Background: an optimization exercise with open tools, aiming at small area, a short achievable clock period and few clock cycles per item. Do not read the settings as production practice.
Function was checked by simulation only, so behaviour that the tests miss may differ from the original.
No activity file was given, so power comes from the tool's default toggle rates.

==> design/flow/design.v <==
module cfu #(
    parameter BUF_BYTES = 64
) (
    input  wire        clk,
    input  wire        rst,           
    input  wire [7:0]  reg_addr,
    input  wire [31:0] reg_wdata,
    input  wire        reg_we,
    output reg  [31:0] reg_rdata,
    input  wire        in_valid,
    input  wire [7:0]  in_data,
    input  wire        in_eos,
    output wire        in_ready,
    output wire        out_valid,
    output reg  [7:0]  out_data,
    input  wire        out_ready
);
    localparam [7:0]  VER   = 8'h10;
    localparam [3:0] PH_IDLE = 4'd0, PH_SBODY = 4'd1, PH_PBODY = 4'd2,
                     PH_PTRL = 4'd3, PH_DONE = 4'd4, PH_FAILED = 4'd15;
    localparam [3:0] E_MAGIC = 4'd1, E_VERSION = 4'd2, E_TRUNC = 4'd3,
                     E_MALFORMED = 4'd4, E_CKSUM = 4'd5, E_ALLOC = 4'd7,
                     E_PROTO = 4'd9;
    localparam [4:0] S_IDLE    = 5'd0,
                     S_LD      = 5'd1,    
                     S_ST      = 5'd2,    
                     S_FBUF    = 5'd3,    
                     S_FABS    = 5'd4,    
                     S_W_HDR   = 5'd5,    
                     S_W_VAR   = 5'd6,    
                     S_W_TAG   = 5'd7,
                     S_W_CK    = 5'd8,    
                     S_W_PAY   = 5'd9,
                     S_W_ETAG  = 5'd10,
                     S_R_MAGIC = 5'd16,
                     S_R_VER   = 5'd17,
                     S_R_FLAGS = 5'd18,
                     S_R_VAR   = 5'd19,
                     S_R_TAG   = 5'd20,
                     S_R_CK    = 5'd21,
                     S_R_TRL   = 5'd22,
                     S_R_PAY   = 5'd23;
    localparam [1:0] V_BLKSZ = 2'd0, V_ORIG = 2'd1, V_ENC = 2'd2;
    reg [3:0]  phase;
    reg [3:0]  err;
    reg [3:0]  ephase;
    reg        verify;
    reg [7:0]  flags;
    reg [7:0]  version;
    reg [31:0] blksz;
    reg [7:0]  rec_tag;
    reg [31:0] orig_len;
    reg [31:0] enc_len;
    reg [31:0] rec_ck;
    reg [31:0] xlen;
    reg [6:0]  buf_len;
    reg [31:0] blk_digest;
    reg [31:0] frm_acc;
    reg [31:0] seq;
    reg [31:0] err_seq;
    reg [63:0] tot_orig;
    reg [63:0] in_cnt;
    reg [63:0] out_cnt;
    reg [7:0]  bufmem [0:BUF_BYTES-1];
    reg [31:0] bcrc;      
    reg [31:0] scrc;      
    reg        s_ok;
    reg [4:0]  state;
    reg [1:0]  vsel;      
    reg [2:0]  vidx;      
    reg [6:0]  idx;       
    reg [31:0] acc;       
    wire busy = (state != S_IDLE);
    function [31:0] crc_step;
        input [31:0] a0;
        input [7:0]  b;
        integer k;
        reg [31:0] a;
        begin
            a = a0 ^ {24'd0, b};
            for (k = 0; k < 8; k = k + 1)
                a = a[0] ? ((a >> 1) ^ 32'hEDB88320) : (a >> 1);
            crc_step = a;
        end
    endfunction
    wire st_in = (state == S_LD) || (state == S_FABS) || state[4];
    assign in_ready = st_in && !((state == S_R_PAY) && (idx == enc_len[6:0]));
    wire in_take = in_ready && in_valid;
    wire in_exh  = in_ready && !in_valid && in_eos;
    assign out_valid = (state == S_ST) || (state == S_W_HDR) ||
                       (state == S_W_VAR) || (state == S_W_TAG) ||
                       (state == S_W_CK) || (state == S_W_PAY) ||
                       (state == S_W_ETAG);
    wire out_fire = out_valid && out_ready;
    wire [7:0] buf_rd = bufmem[idx[5:0]];
    wire       acc_more = (acc[31:7] != 25'd0);
    reg [7:0] hdr_byte;
    always @(*) begin
        case (idx[2:0])
            3'd0: hdr_byte = 8'h5A;
            3'd1: hdr_byte = 8'h58;
            3'd2: hdr_byte = 8'h43;
            3'd3: hdr_byte = 8'h00;
            3'd4: hdr_byte = VER;
            default: hdr_byte = flags;
        endcase
    end
    always @(*) begin
        case (state)
            S_W_HDR:           out_data = hdr_byte;
            S_W_VAR:           out_data = {acc_more, acc[6:0]};
            S_W_CK:            out_data = acc[7:0];
            S_W_TAG, S_W_ETAG: out_data = rec_tag;
            default:           out_data = buf_rd;
        endcase
    end
    always @(*) begin
        case (reg_addr[7:2])
            6'h01: reg_rdata = {19'd0, busy, ephase, err, phase};
            6'h02: reg_rdata = {31'd0, verify};
            6'h03: reg_rdata = {24'd0, flags};
            6'h04: reg_rdata = {24'd0, version};
            6'h05: reg_rdata = blksz;
            6'h06: reg_rdata = {24'd0, rec_tag};
            6'h07: reg_rdata = orig_len;
            6'h08: reg_rdata = enc_len;
            6'h09: reg_rdata = rec_ck;
            6'h0A: reg_rdata = xlen;
            6'h0B: reg_rdata = {25'd0, buf_len};
            6'h0C: reg_rdata = blk_digest;
            6'h0D: reg_rdata = ~frm_acc;
            6'h0E: reg_rdata = seq;
            6'h0F: reg_rdata = err_seq;
            6'h10: reg_rdata = tot_orig[31:0];
            6'h11: reg_rdata = tot_orig[63:32];
            6'h12: reg_rdata = in_cnt[31:0];
            6'h13: reg_rdata = in_cnt[63:32];
            6'h14: reg_rdata = out_cnt[31:0];
            6'h15: reg_rdata = out_cnt[63:32];
            6'h16: reg_rdata = BUF_BYTES;
            default: reg_rdata = 32'd0;
        endcase
    end
    wire [7:0]  opc = reg_wdata[7:0];
    wire        tbit = reg_wdata[8];
    reg         known;
    always @(*) begin
        case (opc)
            8'h00, 8'h01, 8'h10, 8'h11, 8'h20, 8'h21, 8'h22, 8'h23, 8'h24,
            8'h30, 8'h31, 8'h32, 8'h38, 8'h39, 8'h3A: known = 1'b1;
            default: known = 1'b0;
        endcase
    end
    wire cmd_valid = known && (reg_wdata[31:9] == 23'd0) && (!tbit || opc == 8'h32);
    reg cmd_legal;
    always @(*) begin
        case (opc)
            8'h30, 8'h38: cmd_legal = (phase == PH_IDLE) || (phase == PH_DONE);
            8'h31, 8'h32: cmd_legal = (phase == PH_SBODY);
            8'h39:        cmd_legal = (phase == PH_PBODY);
            8'h3A:        cmd_legal = (phase == PH_PTRL);
            default:      cmd_legal = 1'b1;
        endcase
    end
    wire [7:0]  fa_in    = (state == S_FBUF) ? buf_rd : in_data;
    wire [31:0] frm_step = crc_step(frm_acc, fa_in);
    wire [31:0] bcrc_nx  = crc_step(bcrc, in_data);
    wire [31:0] scrc_nx  = crc_step(scrc, in_data);
    reg [31:0] vnew;
    always @(*) begin
        vnew = acc;
        case (vidx)
            3'd0: vnew[6:0]   = in_data[6:0];
            3'd1: vnew[13:7]  = in_data[6:0];
            3'd2: vnew[20:14] = in_data[6:0];
            3'd3: vnew[27:21] = in_data[6:0];
            default: vnew[31:28] = in_data[3:0];
        endcase
    end
    wire [31:0] le32 = {in_data, acc[31:8]};
    wire        last_pay = (idx + 7'd1 == enc_len[6:0]);
    task do_fault;
        input [3:0] code;
        begin
            err     <= code;
            ephase  <= phase;
            err_seq <= seq;
            phase   <= PH_FAILED;
            state   <= S_IDLE;
        end
    endtask
    task do_reset;
        begin
            phase      <= PH_IDLE;
            err        <= 4'd0;
            ephase     <= 4'd0;
            verify     <= 1'b1;
            flags      <= 8'h00;
            version    <= VER;
            blksz      <= 32'd0;
            rec_tag    <= 8'h00;
            orig_len   <= 32'd0;
            enc_len    <= 32'd0;
            rec_ck     <= 32'd0;
            xlen       <= 32'd0;
            buf_len    <= 7'd0;
            blk_digest <= 32'd0;
            frm_acc    <= 32'hFFFFFFFF;
            seq        <= 32'd0;
            err_seq    <= 32'd0;
            tot_orig   <= 64'd0;
            in_cnt     <= 64'd0;
            out_cnt    <= 64'd0;
            bcrc       <= 32'hFFFFFFFF;
            scrc       <= 32'hFFFFFFFF;
            s_ok       <= 1'b1;
            state      <= S_IDLE;
        end
    endtask
    task frm_init;
        begin
            frm_acc <= 32'hFFFFFFFF;
            scrc    <= bcrc;
            s_ok    <= 1'b1;
        end
    endtask
    task buf_clear;
        begin
            buf_len <= 7'd0;
            idx     <= 7'd0;
            bcrc    <= 32'hFFFFFFFF;
            scrc    <= frm_acc;
            s_ok    <= 1'b1;
        end
    endtask
    task rec_done;
        begin
            seq      <= seq + 32'd1;
            tot_orig <= tot_orig + {32'd0, orig_len};
        end
    endtask
    task start_vread;
        input [1:0] sel;
        begin
            vsel  <= sel;
            vidx  <= 3'd0;
            acc   <= 32'd0;
            state <= S_R_VAR;
        end
    endtask
    always @(posedge clk) begin
        if (rst) begin
            do_reset;
        end else if (state == S_IDLE) begin
            if (reg_we) begin
                if (phase == PH_FAILED) begin
                    if (reg_addr[7:2] == 6'h00 && reg_wdata == 32'h00000001)
                        do_reset;
                end else begin
                    case (reg_addr[7:2])
                        6'h00: begin
                            if (!cmd_valid || !cmd_legal)
                                do_fault(E_PROTO);
                            else begin
                                case (opc)
                                    8'h01: do_reset;
                                    8'h10: begin  
                                        if (xlen > BUF_BYTES)
                                            do_fault(E_ALLOC);
                                        else begin
                                            buf_clear;
                                            if (xlen[6:0] != 7'd0)
                                                state <= S_LD;
                                        end
                                    end
                                    8'h11: begin  
                                        idx <= 7'd0;
                                        if (buf_len != 7'd0)
                                            state <= S_ST;
                                    end
                                    8'h20: blk_digest <= ~bcrc;
                                    8'h21: begin  
                                        blk_digest <= ~bcrc;
                                        if (~bcrc != rec_ck)
                                            do_fault(E_CKSUM);
                                    end
                                    8'h22: frm_init;
                                    8'h23: begin  
                                        acc <= xlen;
                                        if (xlen != 32'd0) begin
                                            s_ok  <= 1'b0;
                                            state <= S_FABS;
                                        end
                                    end
                                    8'h24: begin  
                                        idx <= 7'd0;
                                        if (s_ok) begin
                                            frm_acc <= scrc;
                                            if (buf_len != 7'd0)
                                                s_ok <= 1'b0;
                                        end else if (buf_len != 7'd0)
                                            state <= S_FBUF;
                                    end
                                    8'h30: begin  
                                        if (blksz == 32'd0)
                                            do_fault(E_PROTO);
                                        else begin
                                            in_cnt   <= 64'd0;
                                            out_cnt  <= 64'd0;
                                            seq      <= 32'd0;
                                            tot_orig <= 64'd0;
                                            frm_init;
                                            version  <= VER;
                                            idx      <= 7'd0;
                                            acc      <= blksz;
                                            vsel     <= V_BLKSZ;
                                            state    <= S_W_HDR;
                                        end
                                    end
                                    8'h31: begin  
                                        if (orig_len > blksz)
                                            do_fault(E_PROTO);
                                        else if (rec_tag[0] && {25'd0, buf_len} != orig_len)
                                            do_fault(E_PROTO);
                                        else begin
                                            enc_len <= {25'd0, buf_len};
                                            rec_tag <= {7'd0, rec_tag[0]};
                                            if (flags[0]) begin
                                                blk_digest <= ~bcrc;
                                                rec_ck     <= ~bcrc;
                                            end
                                            acc   <= orig_len;
                                            vsel  <= V_ORIG;
                                            state <= S_W_TAG;
                                        end
                                    end
                                    8'h32: begin  
                                        if (tbit && !flags[0])
                                            do_fault(E_PROTO);
                                        else begin
                                            rec_tag <= tbit ? 8'h06 : 8'h02;
                                            if (tbit)
                                                rec_ck <= ~frm_acc;
                                            acc   <= ~frm_acc;
                                            state <= S_W_ETAG;
                                        end
                                    end
                                    8'h38: begin  
                                        in_cnt   <= 64'd0;
                                        out_cnt  <= 64'd0;
                                        seq      <= 32'd0;
                                        tot_orig <= 64'd0;
                                        frm_init;
                                        idx      <= 7'd0;
                                        state    <= S_R_MAGIC;
                                    end
                                    8'h39: begin  
                                        state <= S_R_TAG;
                                    end
                                    8'h3A: begin  
                                        if (verify && (~frm_acc != rec_ck))
                                            do_fault(E_CKSUM);
                                        else
                                            phase <= PH_DONE;
                                    end
                                    default: ;  
                                endcase
                            end
                        end
                        6'h02: verify <= reg_wdata[0];
                        6'h03: begin
                            if (phase == PH_IDLE || phase == PH_DONE)
                                flags <= {7'd0, reg_wdata[0]};
                            else
                                do_fault(E_PROTO);
                        end
                        6'h05: begin
                            if (phase == PH_IDLE || phase == PH_DONE)
                                blksz <= reg_wdata;
                            else
                                do_fault(E_PROTO);
                        end
                        6'h06: rec_tag  <= {7'd0, reg_wdata[0]};
                        6'h07: orig_len <= reg_wdata;
                        6'h09: rec_ck   <= reg_wdata;
                        6'h0A: xlen     <= reg_wdata;
                        default: ;
                    endcase
                end
            end
        end else begin
            if (in_take)
                in_cnt <= in_cnt + 64'd1;
            if (out_fire)
                out_cnt <= out_cnt + 64'd1;
            if (in_exh) begin
                do_fault(E_TRUNC);
                if (state == S_LD || state == S_R_PAY) begin
                    bcrc <= 32'hFFFFFFFF;
                    scrc <= frm_acc;
                end
            end else begin
                case (state)
                    S_LD: if (in_take) begin
                        bufmem[idx[5:0]] <= in_data;
                        bcrc <= bcrc_nx;
                        scrc <= scrc_nx;
                        idx  <= idx + 7'd1;
                        if (idx + 7'd1 == xlen[6:0]) begin
                            buf_len <= xlen[6:0];
                            state   <= S_IDLE;
                        end
                    end
                    S_ST: if (out_fire) begin
                        idx <= idx + 7'd1;
                        if (idx + 7'd1 == buf_len)
                            state <= S_IDLE;
                    end
                    S_FABS: if (in_take) begin
                        frm_acc <= frm_step;
                        acc <= acc - 32'd1;
                        if (acc == 32'd1)
                            state <= S_IDLE;
                    end
                    S_FBUF: begin
                        frm_acc <= frm_step;
                        idx <= idx + 7'd1;
                        if (idx + 7'd1 == buf_len)
                            state <= S_IDLE;
                    end
                    S_W_HDR: if (out_fire) begin
                        idx <= idx + 7'd1;
                        if (idx[2:0] == 3'd5)
                            state <= S_W_VAR;
                    end
                    S_W_VAR: if (out_fire) begin
                        acc <= {7'd0, acc[31:7]};
                        if (!acc_more) begin
                            case (vsel)
                                V_BLKSZ: begin
                                    phase <= PH_SBODY;
                                    state <= S_IDLE;
                                end
                                V_ORIG: begin
                                    acc  <= {25'd0, buf_len};
                                    vsel <= V_ENC;
                                end
                                default: begin  
                                    idx <= 7'd0;
                                    acc <= rec_ck;
                                    if (flags[0])
                                        state <= S_W_CK;
                                    else if (buf_len != 7'd0)
                                        state <= S_W_PAY;
                                    else begin
                                        rec_done;
                                        state <= S_IDLE;
                                    end
                                end
                            endcase
                        end
                    end
                    S_W_TAG: if (out_fire)
                        state <= S_W_VAR;
                    S_W_CK: if (out_fire) begin
                        acc <= {8'd0, acc[31:8]};
                        idx <= idx + 7'd1;
                        if (idx[1:0] == 2'd3) begin
                            idx <= 7'd0;
                            if (vsel != V_ENC) begin
                                phase <= PH_DONE;
                                state <= S_IDLE;
                            end else if (buf_len != 7'd0)
                                state <= S_W_PAY;
                            else begin
                                rec_done;
                                state <= S_IDLE;
                            end
                        end
                    end
                    S_W_PAY: if (out_fire) begin
                        idx <= idx + 7'd1;
                        if (idx + 7'd1 == buf_len) begin
                            rec_done;
                            state <= S_IDLE;
                        end
                    end
                    S_W_ETAG: if (out_fire) begin
                        idx  <= 7'd0;
                        vsel <= V_BLKSZ;
                        if (rec_tag[2])
                            state <= S_W_CK;
                        else begin
                            phase <= PH_DONE;
                            state <= S_IDLE;
                        end
                    end
                    S_R_MAGIC: if (in_take) begin
                        if (in_data != hdr_byte)
                            do_fault(E_MAGIC);
                        else begin
                            idx <= idx + 7'd1;
                            if (idx[1:0] == 2'd3) state <= S_R_VER;
                        end
                    end
                    S_R_VER: if (in_take) begin
                        version <= in_data;
                        if (in_data != VER)
                            do_fault(E_VERSION);
                        else
                            state <= S_R_FLAGS;
                    end
                    S_R_FLAGS: if (in_take) begin
                        flags <= in_data;
                        if (in_data[7:1] != 7'd0)
                            do_fault(E_MALFORMED);
                        else
                            start_vread(V_BLKSZ);
                    end
                    S_R_VAR: if (in_take) begin
                        if (vidx == 3'd4 && in_data[7:4] != 4'd0)
                            do_fault(E_MALFORMED);
                        else if (!in_data[7]) begin
                            if (vidx != 3'd0 && in_data == 8'h00)
                                do_fault(E_MALFORMED);
                            else begin
                                case (vsel)
                                    V_BLKSZ: begin
                                        blksz <= vnew;
                                        phase <= PH_PBODY;
                                        state <= S_IDLE;
                                    end
                                    V_ORIG: begin
                                        orig_len <= vnew;
                                        start_vread(V_ENC);
                                    end
                                    default: begin  
                                        enc_len <= vnew;
                                        idx     <= 7'd0;
                                        if (rec_tag[0] && vnew != orig_len)
                                            do_fault(E_MALFORMED);
                                        else if (flags[0])
                                            state <= S_R_CK;
                                        else if (vnew > BUF_BYTES)
                                            do_fault(E_ALLOC);
                                        else begin
                                            buf_clear;
                                            state <= S_R_PAY;
                                        end
                                    end
                                endcase
                            end
                        end else begin
                            acc  <= vnew;
                            vidx <= vidx + 3'd1;
                        end
                    end
                    S_R_TAG: if (in_take) begin
                        rec_tag <= in_data;
                        idx     <= 7'd0;
                        if (in_data[7:3] != 5'd0)
                            do_fault(E_MALFORMED);
                        else if (in_data[1]) begin
                            if (in_data[0])
                                do_fault(E_MALFORMED);
                            else if (in_data[2]) begin
                                if (!flags[0])
                                    do_fault(E_MALFORMED);
                                else
                                    state <= S_R_TRL;
                            end else begin
                                phase <= PH_DONE;
                                state <= S_IDLE;
                            end
                        end else if (in_data[2])
                            do_fault(E_MALFORMED);
                        else
                            start_vread(V_ORIG);
                    end
                    S_R_CK: if (in_take) begin
                        acc <= le32;
                        idx <= idx + 7'd1;
                        if (idx[1:0] == 2'd3) begin
                            rec_ck <= le32;
                            if (enc_len > BUF_BYTES)
                                do_fault(E_ALLOC);
                            else begin
                                buf_clear;
                                state <= S_R_PAY;
                            end
                        end
                    end
                    S_R_TRL: if (in_take) begin
                        acc <= le32;
                        idx <= idx + 7'd1;
                        if (idx[1:0] == 2'd3) begin
                            rec_ck <= le32;
                            phase  <= PH_PTRL;
                            state  <= S_IDLE;
                        end
                    end
                    S_R_PAY: begin
                        if (idx == enc_len[6:0]) begin
                            if (flags[0] && verify) begin
                                blk_digest <= ~bcrc;
                                if (~bcrc != rec_ck)
                                    do_fault(E_CKSUM);
                                else begin
                                    rec_done;
                                    state <= S_IDLE;
                                end
                            end else begin
                                rec_done;
                                state <= S_IDLE;
                            end
                        end else if (in_take) begin
                            bufmem[idx[5:0]] <= in_data;
                            bcrc <= bcrc_nx;
                            scrc <= scrc_nx;
                            idx  <= idx + 7'd1;
                            if (last_pay) begin
                                buf_len <= enc_len[6:0];
                                if (flags[0] && verify) begin
                                    blk_digest <= ~bcrc_nx;
                                    if (~bcrc_nx != rec_ck)
                                        do_fault(E_CKSUM);
                                    else begin
                                        rec_done;
                                        state <= S_IDLE;
                                    end
                                end else begin
                                    rec_done;
                                    state <= S_IDLE;
                                end
                            end
                        end
                    end
                    default: state <= S_IDLE;
                endcase
            end
        end
    end
endmodule
==> design/flow/run.sh <==
#!/bin/bash
# synth_recipe.tcl (not shown) runs the flow's synth.tcl, then flattens the netlist and writes it again
# the make line also repeats each setting of config.mk as NAME=value (left out here)
make -C /OpenROAD-flow-scripts/flow DESIGN_CONFIG=/design/flow/config.mk WORK_HOME=/design/flow/orfs CLKGATE_MAP_FILE= SYNTH_SCRIPT=/design/flow/synth_recipe.tcl finish
==> design/flow/config.mk <==
export PLATFORM = sky130hd
export DESIGN_NAME = cfu
export DESIGN_NICKNAME = cfu
export VERILOG_FILES = /design/flow/design.v
export SDC_FILE = /design/flow/constraint.sdc
export NUM_CORES = 4
export LEC_CHECK = 0
export CAP_MARGIN = 20
export CORE_MARGIN = 2
export CORE_UTILIZATION = 40
export SETUP_SLACK_MARGIN = 4.5
export SLEW_MARGIN = 20
==> design/flow/constraint.sdc <==
create_clock -name core_clock -period 10.0 [get_ports {clk}]
set_input_delay 2.0000 -clock core_clock [delete_from_list [all_inputs] [get_ports {clk}]]
set_output_delay 2.0000 -clock core_clock [all_outputs]
set_load 0.01 [all_outputs]
==> results of run 1 <==
[metal layers]
metal	GRT usage	vias up
met1	0.505	30300
li1	-	25600
met5	0	-
met3	0.115	1080
met4	0.220	4
met2	0.517	4748
[metrics by stage]
step	instance area, sq um	cells
after floorplan	64900	6790
after global placement	67900	8643
after detailed placement	68000	8643
after CTS	75700	9058
after global routing	76700	9109
final	76700	9112
[kinds of logic after synthesis]
group,count (synthesis),share of synthesized area
flip-flops,1156,0.443
adder cells (fa/ha/maj),81,0.0158
buffers and inverters,723,0.0435
multiplexers,310,0.0709
AO/OA/AOI/OAI,1797,0.190
XOR/XNOR,565,0.0806
AND/OR/NAND/NOR,2158,0.156
[critical path, delay by kind of cell]
kind | cells | cell delay (ps)
and+or+nand+nor | 4 | 680
AOI/OAI and AO/OA | 2 | 660
buffers and inverters | 4 | 680
[cells in the mapped netlist, types with 17 or more instances]
library cell,count
buf_2,43
and2_1,31
nand2b_1,39
a311oi_1,54
or2_2,26
o31ai_1,18
a2111oi_0,35
a221oi_1,142
dfxtp_1,600
nor2b_1,32
a21o_1,30
and4_1,17
nand3_1,192
o21a_1,17
a31oi_1,34
a22o_1,61
o221ai_1,36
a22oi_1,174
and3_1,83
nor3_1,151
clkbuf_1,494
or4_1,28
nor4_1,84
a222oi_1,28
o211ai_1,43
mux2i_1,172
nand2_1,560
inv_1,115
xnor2_1,291
o21ai_0,284
edfxtp_1,556
a21oi_1,441
mux4_2,117
o2111ai_1,39
o311ai_0,33
mux2_2,21
nand4_1,104
or3_1,56
ha_1,80
o22ai_1,63
buf_1,52
a211oi_1,134
nor2_1,705
xor2_1,253
[layout make-up]
class | count | share of cell area
multi-input cells | 4913 | 0.457
flip-flops and latches | 1156 | 0.374
repair buffers | 518 | 0.0694
clock buffers | 164 | 0.0469
well taps | 2160 | 0.0352
clock inverters | 77 | 0.0112
inverters | 120 | 0.00608
diodes | 4 | 0.000130
[repair_timing]
action	in CTS	in global routing
cloned	18	4
setup buffers	156	44
endpoints found under the setup margin	504	208
gates resized for setup	551	106
pin swaps	91	54
[sequential cells by signal (all words and copies together) (netlist names), 32 cells and up, named ones only]
name        cells
frm_acc        32
rec_ck         32
seq            32
orig_len       32
bcrc           32
in_cnt         64
tot_orig       64
err_seq        32
blksz          32
enc_len        32
xlen           32
scrc           32
acc            32
blk_digest     32
out_cnt        64
bufmem        512
[worst max path at each step]
stage                 start                   end  slack (ps)  cells after the start
2_1_floorplan   reg_addr[3]          reg_rdata[5]        4490                      8
3_3_place_gp   reg_wdata[5]  seq[20]$_SDFFE_PP0P_        2010                     13
3_5_place_dp   reg_wdata[5]  seq[18]$_SDFFE_PP0P_        1940                     13
4_1_cts         reg_addr[6]         reg_rdata[25]        4100                     11
5_1_grt         reg_addr[2]          reg_rdata[2]        4050                     11
6_report        reg_addr[5]          reg_rdata[2]        3950                     10
[report_power, final]
part           switching [mW]  internal [mW]
combinational            4.42           2.28
sequential              0.811           5.28
clock                    2.25           2.75
==> impl_metrics.yaml, run 1 <==
detailed_routing:
  wire_per_inst_um: 34.8
  first_pass_iters: 8
  num_vias: 61800
  drtIter0Drc: 11400
  drc: 0
  ant_nets: 0
  drt-met1-wl_um: 123000
  wl_met2_um: 127000
  routed.top_layer: "met5"
  wl_met3_um: 43200
  drt-total-wl_um: 317000
  vias_per_cell: 6.78
synth:
  synth_warnings: 1
  ys.flop_type: "dfxtp_1"
  synth_top_area_cell: "edfxtp_1"
  seq_area_frac_synth: 0.443
  synthCells: 6790
  avgSynthCellArea_sq_um: 9.54
  ys_ff_latch: 1156
  synth_area_leaders: "edfxtp_1 (26%), dfxtp_1 (19%), nor2_1 (4.1%)"
  ys_async_sr_fraction: 0
  ys_types: 93
  syn_nets: 6925
  synth_edf_count: 556
  synth_top_area_share: 0.258
  synthesis.area_sq_mm: 0.0648
die:
  die_y_um: 406
  initial_core_util: 0.403
  core_area_sq_mm: 0.161
  fp.dieW_um: 406
  row_count: 147
  ios: 96
  die_area_sq_mm: 0.165
timing:
  max_freq_mhz: 165
  min_period_ps: 6050
  worst_slack_ps: 3950
  setup_tns_ps: 0
  fin_crit_sh: 0.605
  tightest_slew_ps: 1310
  slew_headroom: 0.127
  whs_ps: 462
  finalClockSkew_ps: 44.4
  hold_violations: 0
  finalSetupViolations: 0
  finalMaxSlewViolations: 0
  rsz0062_at_grt: "true"
critical_path:
  crit_type: "in2out"
  timing.critical_path.fanout_max: 12
  slowest_delay_ps: 550
  arrival_ps: 4050
  worstReg2RegEnd: "rec_ck[19]$_SDFFE_PP0P_"
  cpMaxStageDelayCell: "a221oi_2"
  crit_path_end_kind: "output port"
  startpoint_type: "primary input"
  r2r_slack_ps: 4240
  path_cells: "buf_12 -> nand2b_4 -> buf_6 -> nor2_4 -> buf_8 -> nand2_1 -> o21ai_0 -> a221oi_2 -> nand4_1 -> buf_2"
  timing.rr.start: "orig_len[31]$_SDFFE_PP0P_"
  crit_required_ps: 8000
  r2r_cells: 13
pwr:
  ir_drop_v: 0.000262
  powerDensity_mw_per_mm2: 232
  p_total_mw: 17.8
  leakagePower_nw: 25.9
worst_hold_path:
  holdPathEnd: "version[6]$_SDFFE_PP0P_"
  hold_path.startpoint: "version[6]$_SDFFE_PP0P_"
  hold_path_class: "reg2reg"
  whs_path_depth: 2
grt:
  grt_pass1_vias: 56400
  grt_max_degree: 128
  grt.overflow.total: 0
  grt_pass1_wl_um: 437000
  antenna_found_initial: 8
  grtUsageTotal: 0.372
placement:
  place_congestion: 1.03
  dpl_worst_slack_ps: 1940
  numPortBuffers: 93
  dp_hpwl_um: 219000
layout:
  fin_util: 0.477
  final_cell_mix: "nor2_1 (670), dfxtp_1 (596), edfxtp_1 (556)"
  areaGrowthSynthToFinish_pct: 18.4
  nets: 6978
  fill_cells: 15000
  final_common_cell: "nor2_1"
  drive_gt1_frac: 0.163
  multi_input_area_sq_mm: 0.0351
  regArea_sq_mm: 0.0287
clock_tree:
  root_buffer: "clkbuf_16"
  numClockSinks: 1156
  cts_hold_buffers: 0
  clock_latency_ps: 830
  path_clk_slew_ps: 60
  h-tree-depth: 4
  cts_tree: "built"
  cts_inserted_buffers: 134
  cts_buffer_depth: 3
flow_run:
  drv_cap: 0
outcome:
  status: "finished clean"
Testbench counts, summed over its fixed seeds: cycles 65,138, items 546.
==> run 2, diff against run 1 <==
--- a/design/flow/config.mk
+++ b/design/flow/config.mk
@@ -8,5 +8,4 @@
 export CAP_MARGIN = 20
 export CORE_MARGIN = 2
 export CORE_UTILIZATION = 40
-export SETUP_SLACK_MARGIN = 4.5
 export SLEW_MARGIN = 20
==> run 2 against run 1 <==
Compared with the run above:
- fmax decreased by 28%
- via count shrank 2.7%
- sequential power is 0.8% higher
- power down 1.8%
- core utilization fell by 2.6 points
- synthesized cell count did not move
- count of clock-buffer cells in the layout rose by 19
- sequential share of layout area increased by 2.1 points
- critical path type unchanged
- critical endpoint is now reg_rdata[29]
- largest power group is now sequential cells
==> impl_metrics.yaml, run 2 <==
clock_tree:
  cts_buffer_depth: 3
  cts_inserted_buffers: 135
  cts_setup_buffers: 0
  root_buffer: "clkbuf_16"
  cts_resized: 0
  clock_latency_ps: 830
  numClockSinks: 1156
  cts_tree: "built"
  cts_hold_buffers: 0
  path_clk_slew_ps: 60
  h-tree-depth: 4
synth:
  synthesis.area_sq_mm: 0.0648
  ys_ff_latch: 1156
  syn_nets: 6925
  ys_async_sr_fraction: 0
  synth_area_leaders: "edfxtp_1 (26%), dfxtp_1 (19%), nor2_1 (4.1%)"
  synth_top_area_share: 0.258
  synth_top_area_cell: "edfxtp_1"
  synthTopCellsByCount: "nor2_1 (705), dfxtp_1 (600), nand2_1 (560)"
  avgSynthCellArea_sq_um: 9.54
  synthCells: 6790
  synth_warnings: 1
  yosysMostFrequentCell: "nor2_1"
  seq_area_frac_synth: 0.443
  synth_edf_count: 556
  ys_types: 93
  ys.flop_type: "dfxtp_1"
flow_run:
  drv_cap: 0
grt:
  antenna_found_initial: 12
  grt.overflow.total: 0
  grtUsageTotal: 0.348
  grt_max_degree: 147
  grt_pass1_vias: 54700
  grt_pass1_wl_um: 413000
placement:
  dp_hpwl_um: 212000
  placed_cell_area_sq_mm: 0.0678
  place_congestion: 1.07
  numPortBuffers: 93
timing:
  finalClockSkew_ps: 64.5
  slew_headroom: 0.108
  max_freq_mhz: 118
  setup_tns_ps: 0
  finalMaxSlewViolations: 0
  finalSetupViolations: 0
  fin_crit_sh: 0.846
  rsz0062_at_grt: "false"
  min_period_ps: 8460
  hold_violations: 0
  tightest_slew_ps: 1330
pwr:
  clockPowerShare: 0.298
  pwr-share-comb: 0.351
  ir_drop_v: 0.000235
  p_switching_mw: 7.21
  switching_share: 0.412
  powerDensity_mw_per_mm2: 241
  p_seq_frac: 0.352
  leakagePower_nw: 23.9
  p_int_mw: 10.3
die:
  fp.dieW_um: 406
  initial_core_util: 0.403
  die_y_um: 406
  die_area_sq_mm: 0.165
  row_count: 147
  core_area_sq_mm: 0.161
  ios: 96
layout:
  final_common_cell: "nor2_1"
  fill_cells: 15300
  nets: 6746
  largest_reg_flops: 512
  drive_gt1_frac: 0.0999
  fin_util: 0.452
  areaGrowthSynthToFinish_pct: 12.1
  postLayoutCellArea_sq_mm: 0.0726
  final_cell_mix: "nor2_1 (687), dfxtp_1 (596), nand2_1 (557)"
detailed_routing:
  num_vias: 60100
  drt-total-wl_um: 296000
  wire_per_inst_um: 33.2
  first_pass_iters: 10
  drc: 0
  vias_per_cell: 6.76
  drtIter0Drc: 10500
  ant_nets: 0
critical_path:
  slowest_delay_ps: 1150
  arrival_ps: 6460
  crit_path_end_kind: "output port"
  cpMostUsedCell: "clkdlybuf4s50_1"
  crit_required_ps: 8000
  timing.critical_path.fanout_max: 13
  crit_type: "in2out"
  cpMaxStageDelayCell: "o21ai_0"
  startpoint_type: "primary input"
  path_cells: "clkdlybuf4s50_1 -> nand2b_1 -> nor3_1 -> nand3_1 -> o21ai_0 -> a221oi_1 -> and3_1 -> nand4_1 -> clkdlybuf4s50_1"
outcome:
  status: "finished clean"
worst_hold_path:
  hold_path_class: "reg2reg"
[run 2: power groups by stage]
stage,Sequential (mW),Clock (mW),Combinational [mW]
detailed placement,6.17,0,5.78
CTS,6.08,5.22,5.81
global placement,6.17,0,5.73
finish,6.15,5.20,6.13
global route,6.12,5.41,6.39
floorplan,5.63,0,3.83
[run 2: path summary, 6_finish.rpt]
path	startpoint	endpoint	slack, ps	cells past startpoint
worst min-delay path	err_seq[31]$_SDFFE_PP0P_	err_seq[31]$_SDFFE_PP0P_	470	2
worst max-delay path	reg_addr[3]	reg_rdata[29]	1540	9
worst min register to register	err_seq[31]$_SDFFE_PP0P_	err_seq[31]$_SDFFE_PP0P_	470	2
worst max register to register	idx[0]$_DFFE_PP_	tot_orig[51]$_SDFFE_PP0P_	3670	12
[run 2: cells by family after synthesis]
| group | count (synthesis) | synth area share |
|---|---|---|
| AOI/OAI and AO/OA | 1797 | 0.190 |
| xor gates and xnor gates | 565 | 0.0806 |
| adders and majority gates | 81 | 0.0158 |
| buffers and inverters | 723 | 0.0435 |
| DFF | 1156 | 0.443 |
| muxes | 310 | 0.0709 |
| and+or+nand+nor | 2158 | 0.156 |
[run 2: through the flow]
step                      hold WS (ps)  total power [mW]  cells  setup slack [ps]
final                              473              17.5   8895              1540
after global routing               486              17.9   8881              1590
after CTS                          467              17.1   8879              2060
after detailed placement           458              12.0   8633              2080
after global placement             448              11.9   8633              2180
after floorplan                    436              9.47   6790              3360
[run 2: area by class of cell]
cell class | instances | area [sq um] | share of cell area
flip-flops and latches | 1156 | 28700 | 0.396
clock buffers | 183 | 3840 | 0.0529
well taps | 2160 | 2700 | 0.0372
inverters | 120 | 450 | 0.00620
repair buffers | 287 | 2420 | 0.0334
clock inverters | 63 | 845 | 0.0116
diodes | 15 | 37.5 | 0.000517
multi-input cells | 4911 | 33600 | 0.463
[run 2: critical path: cells and delay by family]
kind	cells	cell delay (ps)
AOI/OAI and AO/OA	2	1280
buffers and inverters	2	1240
and+or+nand+nor	5	1920
[run 2: layer usage]
layer / track usage / part of all wire
met5: 0 / 0.000061
met4: 0.208 / 0.073
met3: 0.107 / 0.13
met2: 0.484 / 0.40
met1: 0.472 / 0.39
==> run 3, diff against run 2 <==
--- a/design/flow/design.v
+++ b/design/flow/design.v
@@ -39,7 +39,8 @@
                      S_R_TAG   = 5'd20,
                      S_R_CK    = 5'd21,
                      S_R_TRL   = 5'd22,
-                     S_R_PAY   = 5'd23;
+                     S_R_PAY   = 5'd23,
+                     S_R_FIN   = 5'd24;   
     localparam [1:0] V_BLKSZ = 2'd0, V_ORIG = 2'd1, V_ENC = 2'd2;
     reg [3:0]  phase;
     reg [3:0]  err;
@@ -83,7 +84,8 @@
             crc_step = a;
         end
     endfunction
-    wire st_in = (state == S_LD) || (state == S_FABS) || state[4];
+    wire st_in = (state == S_LD) || (state == S_FABS) ||
+                 (state[4] && state != S_R_FIN);
     assign in_ready = st_in && !((state == S_R_PAY) && (idx == enc_len[6:0]));
     wire in_take = in_ready && in_valid;
     wire in_exh  = in_ready && !in_valid && in_eos;
@@ -94,6 +96,7 @@
     wire out_fire = out_valid && out_ready;
     wire [7:0] buf_rd = bufmem[idx[5:0]];
     wire       acc_more = (acc[31:7] != 25'd0);
+    wire       last_pay = (idx + 7'd1 == enc_len[6:0]);
     reg [7:0] hdr_byte;
     always @(*) begin
         case (idx[2:0])
@@ -114,9 +117,27 @@
             default:           out_data = buf_rd;
         endcase
     end
+    wire blk_bad = (~bcrc != rec_ck);
+    wire fin_bad = (state == S_R_FIN) && blk_bad;
+    reg  fin_now;
+    always @(*) begin
+        case (state)
+            S_LD:    fin_now = in_valid && (idx + 7'd1 == xlen[6:0]);
+            S_FABS:  fin_now = in_valid && (acc == 32'd1);
+            S_ST,
+            S_W_PAY: fin_now = out_ready && (idx + 7'd1 == buf_len);
+            S_R_PAY: fin_now = in_valid && last_pay && !(flags[0] && verify);
+            S_R_FIN: fin_now = 1'b1;
+            default: fin_now = 1'b0;
+        endcase
+    end
+    wire       busy_rd   = busy && !fin_now;
+    wire [3:0] phase_rd  = fin_bad ? PH_FAILED : phase;
+    wire [3:0] err_rd    = fin_bad ? E_CKSUM : err;
+    wire [3:0] ephase_rd = fin_bad ? phase : ephase;
     always @(*) begin
         case (reg_addr[7:2])
-            6'h01: reg_rdata = {19'd0, busy, ephase, err, phase};
+            6'h01: reg_rdata = {19'd0, busy_rd, ephase_rd, err_rd, phase_rd};
             6'h02: reg_rdata = {31'd0, verify};
             6'h03: reg_rdata = {24'd0, flags};
             6'h04: reg_rdata = {24'd0, version};
@@ -178,7 +199,6 @@
         endcase
     end
     wire [31:0] le32 = {in_data, acc[31:8]};
-    wire        last_pay = (idx + 7'd1 == enc_len[6:0]);
     task do_fault;
         input [3:0] code;
         begin
@@ -281,7 +301,7 @@
                                     8'h20: blk_digest <= ~bcrc;
                                     8'h21: begin  
                                         blk_digest <= ~bcrc;
-                                        if (~bcrc != rec_ck)
+                                        if (blk_bad)
                                             do_fault(E_CKSUM);
                                     end
                                     8'h22: frm_init;
@@ -601,15 +621,9 @@
                     end
                     S_R_PAY: begin
                         if (idx == enc_len[6:0]) begin
-                            if (flags[0] && verify) begin
-                                blk_digest <= ~bcrc;
-                                if (~bcrc != rec_ck)
-                                    do_fault(E_CKSUM);
-                                else begin
-                                    rec_done;
-                                    state <= S_IDLE;
-                                end
-                            end else begin
+                            if (flags[0] && verify)
+                                state <= S_R_FIN;
+                            else begin
                                 rec_done;
                                 state <= S_IDLE;
                             end
@@ -620,21 +634,24 @@
                             idx  <= idx + 7'd1;
                             if (last_pay) begin
                                 buf_len <= enc_len[6:0];
-                                if (flags[0] && verify) begin
-                                    blk_digest <= ~bcrc_nx;
-                                    if (~bcrc_nx != rec_ck)
-                                        do_fault(E_CKSUM);
-                                    else begin
-                                        rec_done;
-                                        state <= S_IDLE;
-                                    end
-                                end else begin
+                                if (flags[0] && verify)
+                                    state <= S_R_FIN;
+                                else begin
                                     rec_done;
                                     state <= S_IDLE;
                                 end
                             end
                         end
                     end
+                    S_R_FIN: begin
+                        blk_digest <= ~bcrc;
+                        if (blk_bad)
+                            do_fault(E_CKSUM);
+                        else begin
+                            rec_done;
+                            state <= S_IDLE;
+                        end
+                    end
                     default: state <= S_IDLE;
                 endcase
             end
--- a/design/flow/config.mk
+++ b/design/flow/config.mk
@@ -8,4 +8,5 @@
 export CAP_MARGIN = 20
 export CORE_MARGIN = 2
 export CORE_UTILIZATION = 40
+export SETUP_SLACK_MARGIN = 4.0
 export SLEW_MARGIN = 20
==> run 3 against run 2 <==
Compared with the run above:
- worst setup slack better by 2400 ps
- combinational power rose by 86%
- wire length increased by 7.2%
- fmax is 40% higher
- critical path type is now reg2out
- critical path depth fell by 2
- clock skew increased by 17 ps
- clock power fell by 1%
- power up 31%
- non-clock buffer count is 164 higher
- die area shrank 1.5%
- still clean on timing, DRC and antenna
- first-iteration DRC count shrank 8.7%
==> impl_metrics.yaml, run 3 <==
synth:
  synthAdderAreaFrac: 0.0160
  synth_area_leaders: "edfxtp_1 (26%), dfxtp_1 (19%), nor2_1 (4.7%)"
  ys_ff_latch: 1156
  yosysMostFrequentCell: "nor2_1"
  synthesis.area_sq_mm: 0.0638
  synthCells: 6768
  ys_async_sr_fraction: 0
  avgSynthCellArea_sq_um: 9.43
  ys.flop_type: "dfxtp_1"
  synth_top_area_share: 0.262
  syn_nets: 6903
  synth_top_area_cell: "edfxtp_1"
  synth_warnings: 1
  synth-compound-area-share: 0.193
  synthTopCellsByCount: "nor2_1 (797), dfxtp_1 (600), edfxtp_1 (556)"
  synth.area.mux_share: 0.0620
  synth-xor-area-share: 0.0740
  ys_types: 109
  yosys.area_share.simple: 0.162
  seq_area_frac_synth: 0.450
  synth_edf_count: 556
  synth_top_family_by_area: "compound AO/OA/AOI/OAI gates"
timing:
  finalSetupViolations: 0
  slew_headroom: 0.0800
  rsz0062_at_grt: "true"
  min_period_ps: 6060
  finalClockSkew_ps: 81.8
  tightest_slew_ps: 1370
  max_freq_mhz: 165
  setup_tns_ps: 0
  fin_crit_sh: 0.606
  whs_ps: 466
  hold_violations: 0
  finalMaxSlewViolations: 0
clock_tree:
  cts_tree: "built"
  root_buffer: "clkbuf_16"
  h-tree-depth: 4
  cts_hold_buffers: 0
  path_clk_slew_ps: 60
  cts_buffer_depth: 3
  cts_inserted_buffers: 137
  clock_latency_ps: 830
  numClockSinks: 1156
critical_path:
  crit_required_ps: 8000
  crit_path_end_kind: "output port"
  startpoint_type: "flip-flop"
  timing.critical_path.fanout_max: 20
  crit_type: "reg2out"
  arrival_ps: 4060
layout:
  final_common_cell: "nor2_1"
  postLayoutCellArea_sq_mm: 0.0743
  drive_gt1_frac: 0.137
  fill_cells: 14900
  largest_reg_flops: 512
  final_cell_mix: "nor2_1 (755), dfxtp_1 (595), edfxtp_1 (556)"
  nets: 6925
  areaGrowthSynthToFinish_pct: 16.5
pwr:
  ir_drop_v: 0.000502
  leakagePower_nw: 25.1
  powerDensity_mw_per_mm2: 307
die:
  row_count: 146
  die_y_um: 403
  die_area_sq_mm: 0.163
  fp.dieW_um: 403
  initial_core_util: 0.403
  core_area_sq_mm: 0.158
  ios: 96
grt:
  grt_pass1_wl_um: 436000
  grt.overflow.total: 0
  grt_max_degree: 126
  grtUsageTotal: 0.376
  grt_pass1_vias: 55300
  antenna_found_initial: 26
detailed_routing:
  num_vias: 60500
  ant_nets: 0
  drc: 0
  first_pass_iters: 9
  drt-total-wl_um: 317000
  vias_per_cell: 6.74
  drtIter0Drc: 9598
  wire_per_inst_um: 35.3
outcome:
  status: "finished clean"
worst_hold_path:
  hold_path_class: "reg2reg"
placement:
  dp_hpwl_um: 223000
  placed_cell_area_sq_mm: 0.0670
  numPortBuffers: 93
  place_congestion: 1.02
flow_run:
  drv_cap: 0
[run 3: what timing repair did]
item | 4_1_cts | 5_1_grt
gates cloned | 11 | 3
gates resized for setup | 322 | 110
pin swaps | 55 | 36
setup endpoints to repair | 364 | 387
setup buffers | 82 | 33
[run 3: worst max-delay path, cell delays in order (launching register included)]
cell and delay [ps]:
dfxtp_4 440, buf_4 280, nor3_2 580, a22o_1 370
a31oi_1 80, and4_1 300, o31ai_2 520, clkdlybuf4s50_1 640
[run 3: logic make-up after synthesis]
logic type,count (synthesis)
flip-flops,1156
AO/OA/AOI/OAI,1839
XOR/XNOR,535
multiplexers,307
adder cells (fa/ha/maj),81
buffers and inverters,683
AND/OR/NAND/NOR,2167
[run 3: cell type report]
class / instances / area [sq um] / share of cell area
clock buffer: 179 / 3730 / 0.0501
clock inverter: 72 / 862 / 0.0116
sequential: 1156 / 28700 / 0.387
tap: 2072 / 2590 / 0.0349
multi-input combinational: 4933 / 33600 / 0.452
inverter: 111 / 423 / 0.00569
antenna: 7 / 17.5 / 0.000236
timing repair buffer: 451 / 4380 / 0.0589
[run 3: final timing paths]
check                               from                           to  slack (ps)  cells after the start
min          blk_digest[18]$_SDFFE_PP0P_  blk_digest[18]$_SDFFE_PP0P_         470                      2
max reg2reg     orig_len[7]$_SDFFE_PP0P_  blk_digest[13]$_SDFFE_PP0P_        4130                     12
min reg2reg  blk_digest[18]$_SDFFE_PP0P_  blk_digest[18]$_SDFFE_PP0P_         470                      2
max                            flip-flop                  out_data[1]        3940                      7
[run 3: where the power goes]
part	switching, mW	leakage [nW]	internal [mW]	total [mW]
clock	2.28	2.21	2.87	5.15
combinational	7.70	13.0	3.68	11.4
sequential	0.886	9.86	5.40	6.29
[run 3: metrics by stage]
stage / worst slack, ps / cells / util / power [mW]
floorplan: 4130 / 6768 / - / 12.6
global placement: 2040 / 8594 / 0.423 / 16.6
detailed placement: 2020 / 8594 / 0.423 / 16.7
CTS: 3850 / 8938 / 0.464 / 22.2
global route: 3930 / 8974 / 0.469 / 23.5
finish: 3940 / 8981 / 0.469 / 22.8
[run 3: layer usage]
metal | part of all wire | wire (um) | vias up | global-route usage
met5 | 0.00034 | 109 | - | 0
met4 | 0.064 | 20200 | 18 | 0.202
met3 | 0.13 | 41800 | 933 | 0.113
met2 | 0.41 | 129000 | 4383 | 0.528
met1 | 0.40 | 126000 | 29800 | 0.517
li1 | - | - | 25300 | -
Testbench counts of run 3, summed over its fixed seeds: cycles 63,979, items 546.
==> run 4, diff against run 3 <==
--- a/design/flow/design.v
+++ b/design/flow/design.v
@@ -84,6 +84,32 @@
             crc_step = a;
         end
     endfunction
+    function [63:0] inc64;
+        input [63:0] v;
+        reg [16:0] l0, l1, l2;
+        reg [15:0] l3;
+        begin
+            l0 = {1'b0, v[15:0]}  + 17'd1;
+            l1 = {1'b0, v[31:16]} + {16'd0, l0[16]};
+            l2 = {1'b0, v[47:32]} + {16'd0, l1[16]};
+            l3 = v[63:48] + {15'd0, l2[16]};
+            inc64 = {l3, l2[15:0], l1[15:0], l0[15:0]};
+        end
+    endfunction
+    function [63:0] add64;
+        input [63:0] v;
+        input [31:0] x;
+        reg [16:0] l0, l1, l2;
+        reg [15:0] l3;
+        begin
+            l0 = {1'b0, v[15:0]}  + {1'b0, x[15:0]};
+            l1 = {1'b0, v[31:16]} + {1'b0, x[31:16]} + {16'd0, l0[16]};
+            l2 = {1'b0, v[47:32]} + {16'd0, l1[16]};
+            l3 = v[63:48] + {15'd0, l2[16]};
+            add64 = {l3, l2[15:0], l1[15:0], l0[15:0]};
+        end
+    endfunction
+    wire [32:0] tot_lo = {1'b0, tot_orig[31:0]} + {1'b0, orig_len};
     wire st_in = (state == S_LD) || (state == S_FABS) ||
                  (state[4] && state != S_R_FIN);
     assign in_ready = st_in && !((state == S_R_PAY) && (idx == enc_len[6:0]));
@@ -135,30 +161,58 @@
     wire [3:0] phase_rd  = fin_bad ? PH_FAILED : phase;
     wire [3:0] err_rd    = fin_bad ? E_CKSUM : err;
     wire [3:0] ephase_rd = fin_bad ? phase : ephase;
+    reg [31:0] rg0, rg1, rg2, rg3, rg4, rg5, rh0, rh1;
     always @(*) begin
-        case (reg_addr[7:2])
-            6'h01: reg_rdata = {19'd0, busy_rd, ephase_rd, err_rd, phase_rd};
-            6'h02: reg_rdata = {31'd0, verify};
-            6'h03: reg_rdata = {24'd0, flags};
-            6'h04: reg_rdata = {24'd0, version};
-            6'h05: reg_rdata = blksz;
-            6'h06: reg_rdata = {24'd0, rec_tag};
-            6'h07: reg_rdata = orig_len;
-            6'h08: reg_rdata = enc_len;
-            6'h09: reg_rdata = rec_ck;
-            6'h0A: reg_rdata = xlen;
-            6'h0B: reg_rdata = {25'd0, buf_len};
-            6'h0C: reg_rdata = blk_digest;
-            6'h0D: reg_rdata = ~frm_acc;
-            6'h0E: reg_rdata = seq;
-            6'h0F: reg_rdata = err_seq;
-            6'h10: reg_rdata = tot_orig[31:0];
-            6'h11: reg_rdata = tot_orig[63:32];
-            6'h12: reg_rdata = in_cnt[31:0];
-            6'h13: reg_rdata = in_cnt[63:32];
-            6'h14: reg_rdata = out_cnt[31:0];
-            6'h15: reg_rdata = out_cnt[63:32];
-            6'h16: reg_rdata = BUF_BYTES;
+        case (reg_addr[3:2])
+            2'd0: rg0 = 32'd0;
+            2'd1: rg0 = {19'd0, busy_rd, ephase_rd, err_rd, phase_rd};
+            2'd2: rg0 = {31'd0, verify};
+            default: rg0 = {24'd0, flags};
+        endcase
+        case (reg_addr[3:2])
+            2'd0: rg1 = {24'd0, version};
+            2'd1: rg1 = blksz;
+            2'd2: rg1 = {24'd0, rec_tag};
+            default: rg1 = orig_len;
+        endcase
+        case (reg_addr[3:2])
+            2'd0: rg2 = enc_len;
+            2'd1: rg2 = rec_ck;
+            2'd2: rg2 = xlen;
+            default: rg2 = {25'd0, buf_len};
+        endcase
+        case (reg_addr[3:2])
+            2'd0: rg3 = blk_digest;
+            2'd1: rg3 = ~frm_acc;
+            2'd2: rg3 = seq;
+            default: rg3 = err_seq;
+        endcase
+        case (reg_addr[3:2])
+            2'd0: rg4 = tot_orig[31:0];
+            2'd1: rg4 = tot_orig[63:32];
+            2'd2: rg4 = in_cnt[31:0];
+            default: rg4 = in_cnt[63:32];
+        endcase
+        case (reg_addr[3:2])
+            2'd0: rg5 = out_cnt[31:0];
+            2'd1: rg5 = out_cnt[63:32];
+            2'd2: rg5 = BUF_BYTES;
+            default: rg5 = 32'd0;
+        endcase
+        case (reg_addr[5:4])
+            2'd0: rh0 = rg0;
+            2'd1: rh0 = rg1;
+            2'd2: rh0 = rg2;
+            default: rh0 = rg3;
+        endcase
+        case (reg_addr[5:4])
+            2'd0: rh1 = rg4;
+            2'd1: rh1 = rg5;
+            default: rh1 = 32'd0;
+        endcase
+        case (reg_addr[7:6])
+            2'd0: reg_rdata = rh0;
+            2'd1: reg_rdata = rh1;
             default: reg_rdata = 32'd0;
         endcase
     end
@@ -183,10 +237,9 @@
             default:      cmd_legal = 1'b1;
         endcase
     end
-    wire [7:0]  fa_in    = (state == S_FBUF) ? buf_rd : in_data;
-    wire [31:0] frm_step = crc_step(frm_acc, fa_in);
+    wire [7:0]  s_in     = (state == S_FBUF) ? buf_rd : in_data;
     wire [31:0] bcrc_nx  = crc_step(bcrc, in_data);
-    wire [31:0] scrc_nx  = crc_step(scrc, in_data);
+    wire [31:0] scrc_nx  = crc_step(scrc, s_in);
     reg [31:0] vnew;
     always @(*) begin
         vnew = acc;
@@ -232,16 +285,14 @@
             in_cnt     <= 64'd0;
             out_cnt    <= 64'd0;
             bcrc       <= 32'hFFFFFFFF;
-            scrc       <= 32'hFFFFFFFF;
-            s_ok       <= 1'b1;
+            s_ok       <= 1'b0;
             state      <= S_IDLE;
         end
     endtask
     task frm_init;
         begin
             frm_acc <= 32'hFFFFFFFF;
-            scrc    <= bcrc;
-            s_ok    <= 1'b1;
+            s_ok    <= 1'b0;
         end
     endtask
     task buf_clear;
@@ -256,7 +307,7 @@
     task rec_done;
         begin
             seq      <= seq + 32'd1;
-            tot_orig <= tot_orig + {32'd0, orig_len};
+            tot_orig <= {tot_orig[63:32] + {31'd0, tot_lo[32]}, tot_lo[31:0]};
         end
     endtask
     task start_vread;
@@ -306,7 +357,8 @@
                                     end
                                     8'h22: frm_init;
                                     8'h23: begin  
-                                        acc <= xlen;
+                                        acc  <= xlen;
+                                        scrc <= frm_acc;
                                         if (xlen != 32'd0) begin
                                             s_ok  <= 1'b0;
                                             state <= S_FABS;
@@ -318,8 +370,10 @@
                                             frm_acc <= scrc;
                                             if (buf_len != 7'd0)
                                                 s_ok <= 1'b0;
-                                        end else if (buf_len != 7'd0)
+                                        end else if (buf_len != 7'd0) begin
+                                            scrc  <= frm_acc;
                                             state <= S_FBUF;
+                                        end
                                     end
                                     8'h30: begin  
                                         if (blksz == 32'd0)
@@ -410,15 +464,13 @@
             end
         end else begin
             if (in_take)
-                in_cnt <= in_cnt + 64'd1;
+                in_cnt <= inc64(in_cnt);
             if (out_fire)
-                out_cnt <= out_cnt + 64'd1;
+                out_cnt <= inc64(out_cnt);
             if (in_exh) begin
                 do_fault(E_TRUNC);
-                if (state == S_LD || state == S_R_PAY) begin
-                    bcrc <= 32'hFFFFFFFF;
-                    scrc <= frm_acc;
-                end
+                if (state == S_FABS)
+                    frm_acc <= scrc;
             end else begin
                 case (state)
                     S_LD: if (in_take) begin
@@ -437,16 +489,20 @@
                             state <= S_IDLE;
                     end
                     S_FABS: if (in_take) begin
-                        frm_acc <= frm_step;
-                        acc <= acc - 32'd1;
-                        if (acc == 32'd1)
-                            state <= S_IDLE;
+                        scrc <= scrc_nx;
+                        acc  <= acc - 32'd1;
+                        if (acc == 32'd1) begin
+                            frm_acc <= scrc_nx;
+                            state   <= S_IDLE;
+                        end
                     end
                     S_FBUF: begin
-                        frm_acc <= frm_step;
-                        idx <= idx + 7'd1;
-                        if (idx + 7'd1 == buf_len)
-                            state <= S_IDLE;
+                        scrc <= scrc_nx;
+                        idx  <= idx + 7'd1;
+                        if (idx + 7'd1 == buf_len) begin
+                            frm_acc <= scrc_nx;
+                            state   <= S_IDLE;
+                        end
                     end
                     S_W_HDR: if (out_fire) begin
                         idx <= idx + 7'd1;
--- a/design/flow/config.mk
+++ b/design/flow/config.mk
@@ -8,5 +8,5 @@
 export CAP_MARGIN = 20
 export CORE_MARGIN = 2
 export CORE_UTILIZATION = 40
-export SETUP_SLACK_MARGIN = 4.0
+export SETUP_SLACK_MARGIN = 4.4
 export SLEW_MARGIN = 20
==> run 4 against run 3 <==
Compared with the run above:
- worst setup slack improved by 61 ps
- cell count decreased by 2.8%
- critical path depth increased by 3
- clock power decreased by 3%
- clock skew decreased by 19 ps
- power decreased by 15%
- count of clock-buffer cells in the layout decreased by 2
- synthesized area decreased by 0.73%
- via count decreased by 5.2%
- sequential cell count unchanged
- largest cell class unchanged
==> impl_metrics.yaml, run 4 <==
outcome:
  status: "finished clean"
timing:
  min_period_ps: 6000
  whs_ps: 488
  max_freq_mhz: 167
  tightest_slew_ps: 1240
  slew_headroom: 0.170
  finalClockSkew_ps: 63.0
  setup_tns_ps: 0
  hold_violations: 0
  finalMaxSlewViolations: 0
  rsz0062_at_grt: "true"
  finalSetupViolations: 0
  fin_crit_sh: 0.600
detailed_routing:
  wire_per_inst_um: 32.3
  first_pass_iters: 10
  drtIter0Drc: 9042
  routed.top_layer: "met4"
  vias_per_cell: 6.57
  drt-total-wl_um: 282000
  wl_met2_um: 116000
  ant_nets: 0
  num_vias: 57300
  drt-met1-wl_um: 114000
  drc: 0
  wl_met3_um: 35700
pwr:
  leakagePower_nw: 26.3
  ir_drop_v: 0.000178
  p_total_mw: 19.4
  powerDensity_mw_per_mm2: 255
critical_path:
  crit_path_end_kind: "output port"
  startpoint_type: "primary input"
  timing.critical_path.fanout_max: 7
  arrival_ps: 4000
  crit_type: "in2out"
  crit_required_ps: 8000
synth:
  ys_async_sr_fraction: 0
  ys.flop_type: "edfxtp_1"
  seq_area_frac_synth: 0.458
  synthCells: 6376
  avgSynthCellArea_sq_um: 9.93
  ys_types: 98
  syn_nets: 6525
  synthesis.area_sq_mm: 0.0633
  synth_area_leaders: "edfxtp_1 (28%), dfxtp_1 (18%), mux4_2 (6.5%)"
  yosysMostFrequentCell: "nor2_1"
  synth_edf_count: 588
  synth_top_area_share: 0.279
  ys_ff_latch: 1156
  synth_warnings: 1
  synth_top_area_cell: "edfxtp_1"
  synthTopCellsByCount: "nor2_1 (820), edfxtp_1 (588), dfxtp_1 (568)"
clock_tree:
  root_buffer: "clkbuf_16"
  numClockSinks: 1156
  cts_tree: "built"
  path_clk_slew_ps: 50
  h-tree-depth: 4
  clock_latency_ps: 830
  cts_buffer_depth: 3
  cts_hold_buffers: 0
  cts_inserted_buffers: 133
die:
  die_area_sq_mm: 0.162
  ios: 96
  core_area_sq_mm: 0.158
  initial_core_util: 0.401
  row_count: 146
  die_y_um: 402
  fp.dieW_um: 402
placement:
  dp_hpwl_um: 189000
  numPortBuffers: 93
  place_congestion: 1.00
layout:
  nets: 6696
  areaGrowthSynthToFinish_pct: 20.1
  largest_reg_flops: 512
  multi_input_area_sq_mm: 0.0336
  regArea_sq_mm: 0.0291
  final_common_cell: "nor2_1"
  drive_gt1_frac: 0.185
  final_cell_mix: "nor2_1 (752), edfxtp_1 (588), dfxtp_1 (538)"
  fill_cells: 14400
grt:
  antenna_found_initial: 6
  grt_pass1_wl_um: 395000
  grt.overflow.total: 0
  grtUsageTotal: 0.337
  grt_max_degree: 135
  grt_pass1_vias: 52400
flow_run:
  drv_cap: 0
worst_hold_path:
  hold_path_class: "reg2reg"
==> run 4: changes by cell type in the layout (fill, tap and decap cells not counted), sizes merged, moves of 32 or more <==
cell / delta
a221oi: -76
a22o: -49
a22oi: -151
buf: +68
dfxtp: -32
edfxtp: +32
mux4: +124
nor3: -111
o21ai: -63
xnor2: -71
==> run 4: final cells by class <==
| type | count | share of cell area |
|---|---|---|
| Multi-Input combinational cell | 4610 | 0.441 |
| Inverter | 133 | 0.00681 |
| Sequential cell | 1156 | 0.382 |
| Clock inverter | 58 | 0.0103 |
| Antenna cell | 7 | 0.000230 |
| Tap cell | 2072 | 0.0341 |
| Timing Repair Buffer | 513 | 0.0769 |
| Clock buffer | 177 | 0.0482 |
==> run 4: worst max-delay path, cell delays in order <==
cell and delay [ps]:
buf_16 150, buf_16 150, buf_12 120, buf_16 140, nand2b_4 60, o211ai_1 300
o211ai_1 460, a21oi_4 150, a211oi_2 260, buf_2 200
==> run 4: kinds of logic after synthesis <==
kind of cell    after synthesis  synth area share
simple gates               2096             0.154
compound gates             1530             0.158
flops                      1156             0.458
buf+inv                     613            0.0383
xor+xnor                    457            0.0659
mux                         429             0.107
fa+ha+maj                    95            0.0189
==> run 4: metrics by stage <==
step	worst slack [ps]	std cells	cell area, sq um	utilization
6_report	4000	8726	76100	0.482
4_1_cts	4090	8652	74800	0.474
5_1_grt	4060	8720	76100	0.482
2_1_floorplan	4380	6376	63500	-
3_3_place_gp	2020	8218	66400	0.421
3_5_place_dp	2220	8219	66400	0.421
==> run 4: timing repair <==
item                       in CTS  in global routing
gates resized for setup       583                152
setup endpoints to repair    1148                438
setup buffers                 161                 62
pin swaps                      94                 83
gates cloned                   37                  4
==> run 4: metal layers <==
layer	global-route usage	up-vias
li1	-	24300
met1	0.478	28400
met2	0.475	3846
met3	0.0882	832
met4	0.161	0
met5	0	-
==> run 4: path summary, 6_finish.rpt <==
check / slack, ps / startpoint / to / depth (start not counted)
worst min-delay path: 490 / tot_orig[32]$_SDFFE_PP0P_ / tot_orig[32]$_SDFFE_PP0P_ / 2
worst max-delay path: 4000 / reg_addr[2] / reg_rdata[6] / 10
worst max register to register: 4480 / vidx[2]$_SDFFCE_PN0P_ / bcrc[18]$_SDFFE_PP1P_ / 14
worst min register to register: 490 / tot_orig[32]$_SDFFE_PP0P_ / tot_orig[32]$_SDFFE_PP0P_ / 2
==> run 4: where the power goes <==
part	internal (mW)	switching, mW
sequential	5.49	0.831
combinational	2.91	5.18
clock	2.76	2.21
total	11.2	8.22
Testbench counts of run 4, summed over its fixed seeds: cycles 63,979, items 546.
==> run 5, diff against run 4 <==
--- a/design/flow/design.v
+++ b/design/flow/design.v
@@ -58,7 +58,7 @@
     reg [31:0] blk_digest;
     reg [31:0] frm_acc;
     reg [31:0] seq;
-    reg [31:0] err_seq;
+    wire [31:0] err_seq = (phase == PH_FAILED) ? seq : 32'd0;
     reg [63:0] tot_orig;
     reg [63:0] in_cnt;
     reg [63:0] out_cnt;
@@ -138,7 +138,7 @@
         case (state)
             S_W_HDR:           out_data = hdr_byte;
             S_W_VAR:           out_data = {acc_more, acc[6:0]};
-            S_W_CK:            out_data = acc[7:0];
+            S_W_CK:            out_data = rec_ck[8*idx[1:0] +: 8];
             S_W_TAG, S_W_ETAG: out_data = rec_tag;
             default:           out_data = buf_rd;
         endcase
@@ -257,7 +257,6 @@
         begin
             err     <= code;
             ephase  <= phase;
-            err_seq <= seq;
             phase   <= PH_FAILED;
             state   <= S_IDLE;
         end
@@ -280,7 +279,6 @@
             blk_digest <= 32'd0;
             frm_acc    <= 32'hFFFFFFFF;
             seq        <= 32'd0;
-            err_seq    <= 32'd0;
             tot_orig   <= 64'd0;
             in_cnt     <= 64'd0;
             out_cnt    <= 64'd0;
@@ -415,7 +413,6 @@
                                             rec_tag <= tbit ? 8'h06 : 8'h02;
                                             if (tbit)
                                                 rec_ck <= ~frm_acc;
-                                            acc   <= ~frm_acc;
                                             state <= S_W_ETAG;
                                         end
                                     end
@@ -523,7 +520,6 @@
                                 end
                                 default: begin  
                                     idx <= 7'd0;
-                                    acc <= rec_ck;
                                     if (flags[0])
                                         state <= S_W_CK;
                                     else if (buf_len != 7'd0)
@@ -539,7 +535,6 @@
                     S_W_TAG: if (out_fire)
                         state <= S_W_VAR;
                     S_W_CK: if (out_fire) begin
-                        acc <= {8'd0, acc[31:8]};
                         idx <= idx + 7'd1;
                         if (idx[1:0] == 2'd3) begin
                             idx <= 7'd0;
--- a/design/flow/config.mk
+++ b/design/flow/config.mk
@@ -8,5 +8,7 @@
 export CAP_MARGIN = 20
 export CORE_MARGIN = 2
 export CORE_UTILIZATION = 40
+export CTS_CLUSTER_DIAMETER = 80
+export CTS_CLUSTER_SIZE = 25
 export SETUP_SLACK_MARGIN = 4.4
 export SLEW_MARGIN = 20
==> run 5 against run 4 <==
Compared with the run above:
- now fails the layout checks on max-capacitance violations, max-slew violations
- power down 14%
- global-route usage is 0.83 points lower
- core utilization fell by 1.2 points
- highest routed layer unchanged
==> impl_metrics.yaml, run 5 <==
timing:
  finalSetupViolations: 0
  rsz0062_at_grt: "true"
  max_freq_mhz: 164
  min_period_ps: 6120
  whs_ps: 474
  tightest_slew_ps: 1980
  hold_violations: 0
  finalMaxSlewViolations: 3
clock_tree:
  clock_latency_ps: 750
  root_buffer: "clkbuf_16"
  path_clk_slew_ps: 100
  numClockSinks: 1124
  cts_tree: "built"
  h-tree-depth: 3
  cts_buffer_depth: 3
  cts_inserted_buffers: 71
critical_path:
  timing.critical_path.fanout_max: 6
  r2r_cells: 14
  crit_type: "reg2out"
  startpoint_type: "flip-flop"
  cpMostUsedCell: "nand4_1"
  worstReg2RegEnd: "buf_len[5]$_SDFFE_PP0P_"
  timing.rr.start: "vidx[0]$_SDFFCE_PN0P_"
  arrival_ps: 4120
  r2r_slack_ps: 4720
  cpMaxStageDelayCell: "a41oi_4"
  path_cells: "buf_12 -> clkinvlp_4 -> ha_4 -> xnor2_1 -> nand4_1 -> nor4bb_4 -> buf_4 -> nand4_1 -> a41oi_4 -> o32ai_2 -> buf_2"
die:
  die_y_um: 398
  core_area_sq_mm: 0.154
  die_area_sq_mm: 0.158
  fp.dieW_um: 398
  initial_core_util: 0.403
layout:
  final_cell_mix: "nor2_1 (612), edfxtp_1 (588), dfxtp_1 (525)"
  final_cell_count_no_fill: 8420
  drive_gt1_frac: 0.165
  areaGrowthSynthToFinish_pct: 16.7
worst_hold_path:
  hold_path.startpoint: "blk_digest[12]$_SDFFE_PP0P_"
  holdPathEnd: "blk_digest[12]$_SDFFE_PP0P_"
pwr:
  p_int_mw: 9.13
  leakagePower_nw: 24.6
  clockPowerShare: 0.205
  powerDensity_mw_per_mm2: 229
  ir_drop_v: 0.000189
  pwr-share-comb: 0.441
detailed_routing:
  num_vias: 55500
  ant_nets: 0
  drtIter0Drc: 8670
  wl_met3_um: 32300
  routed.top_layer: "met4"
  first_pass_iters: 7
  wire_per_inst_um: 32.3
  drt-met1-wl_um: 107000
  drc: 0
  wl_met2_um: 113000
placement:
  dp_hpwl_um: 181000
  dp.cells: 8044
grt:
  grt_max_degree: 204
  grt_pass1_wl_um: 377000
  grtUsageTotal: 0.329
  grt.overflow.total: 0
  antenna_found_initial: 11
outcome:
  status: "complete, but fails checks"
  check.faults: "max-capacitance violations, max-slew violations"
synth:
  syn_nets: 6404
  avgSynthCellArea_sq_um: 9.91
  synthesis.area_sq_mm: 0.0620
  synth_top_area_share: 0.285
  ys_ff_latch: 1124
  synth_top_area_cell: "edfxtp_1"
  ys_types: 115
flow_run:
  drv_cap: 1
-- run 5: changes by cell type in the layout (fill, tap and decap cells not counted), sizes merged, moves of 39 or more --
cell,delta
a21oi,+97
xor2,+51
clkbuf,-102
mux4,-39
a211oi,-66
o22ai,-50
o21ai,+77
buf,-54
o211ai,-61
nor2,-179
or4,+40
mux2i,-50
-- run 5: final cells by class --
class / count / area (sq um)
clock inverters: 46 / 662
diodes: 13 / 32.5
fillers: 14300 / 81700
clock buffers: 82 / 1830
well taps: 2044 / 2560
inverters: 83 / 333
multi-input cells: 4571 / 33300
repair buffers: 457 / 5220
flip-flops and latches: 1124 / 28400
-- run 5: per-stage QoR --
stage	util	setup slack (ps)	area [sq um]
floorplan	-	4390	62200
CTS	0.461	4080	71100
finish	0.470	3880	72400
global route	0.470	3890	72300
detailed placement	0.420	1820	64800
global placement	0.420	1840	64700
-- run 5: metal layers --
| layer | vias to the layer above | GRT usage |
|---|---|---|
| met4 | 0 | 0.198 |
| met2 | 3673 | 0.473 |
| met5 | - | 0 |
| met1 | 27400 | 0.444 |
| met3 | 804 | 0.0810 |
| li1 | 23600 | - |
-- run 5: power by group through the flow --
stage	Sequential, mW	Clock [mW]	Combinational [mW]
after CTS	5.81	3.42	6.75
final	5.87	3.40	7.31
after global routing	5.85	3.58	7.64
after global placement	5.95	0	6.25
after detailed placement	5.95	0	6.29
after floorplan	5.54	0	4.18
-- run 5: how the worst max path moves through the flow --
stage / slack [ps] / end / depth (start not counted) / startpoint
5_1_grt: 3890 / reg_rdata[12] / 12 / idx[0]$_DFFE_PP_
6_report: 3880 / reg_rdata[12] / 11 / idx[1]$_DFFE_PP_
4_1_cts: 4080 / reg_rdata[12] / 13 / idx[0]$_DFFE_PP_
3_3_place_gp: 1840 / reg_rdata[12] / 9 / reg_addr[5]
2_1_floorplan: 4390 / reg_rdata[19] / 6 / reg_addr[2]
3_5_place_dp: 1820 / reg_rdata[8] / 9 / reg_addr[5]
-- run 5: what timing repair did --
item / CTS / global route
buffers inserted: 129 / 67
endpoints found under the hold margin: 0 / 0
resized for setup: 526 / 143
endpoints found under the setup margin: 807 / 448
gates cloned: 33 / 6
pin swaps: 94 / 58
-- run 5: logic make-up (layout without fill, tap and decap cells) --
kind of cell / Yosys count / in the layout / synth area share
compound gates: 1651 / 1652 / 0.172
xor+xnor: 490 / 490 / 0.0734
fa+ha+maj: 94 / 94 / 0.0191
buf+inv: 569 / 668 / 0.0392
flops: 1124 / 1124 / 0.458
mux: 333 / 333 / 0.0855
other cells: 0 / 13 / 0
simple gates: 1995 / 2002 / 0.153
-- run 5: worst max-delay path: cells and delay by family (launching register included) --
kind | cells | cell delay, ps
and+or+nand+nor | 3 | 910
DFF | 1 | 460
buffers and inverters | 4 | 730
xor gates and xnor gates | 1 | 120
adders and majority gates | 1 | 380
AOI/OAI and AO/OA | 2 | 770
Testbench counts of run 5, summed over its fixed seeds: cycles 63,979, items 546.
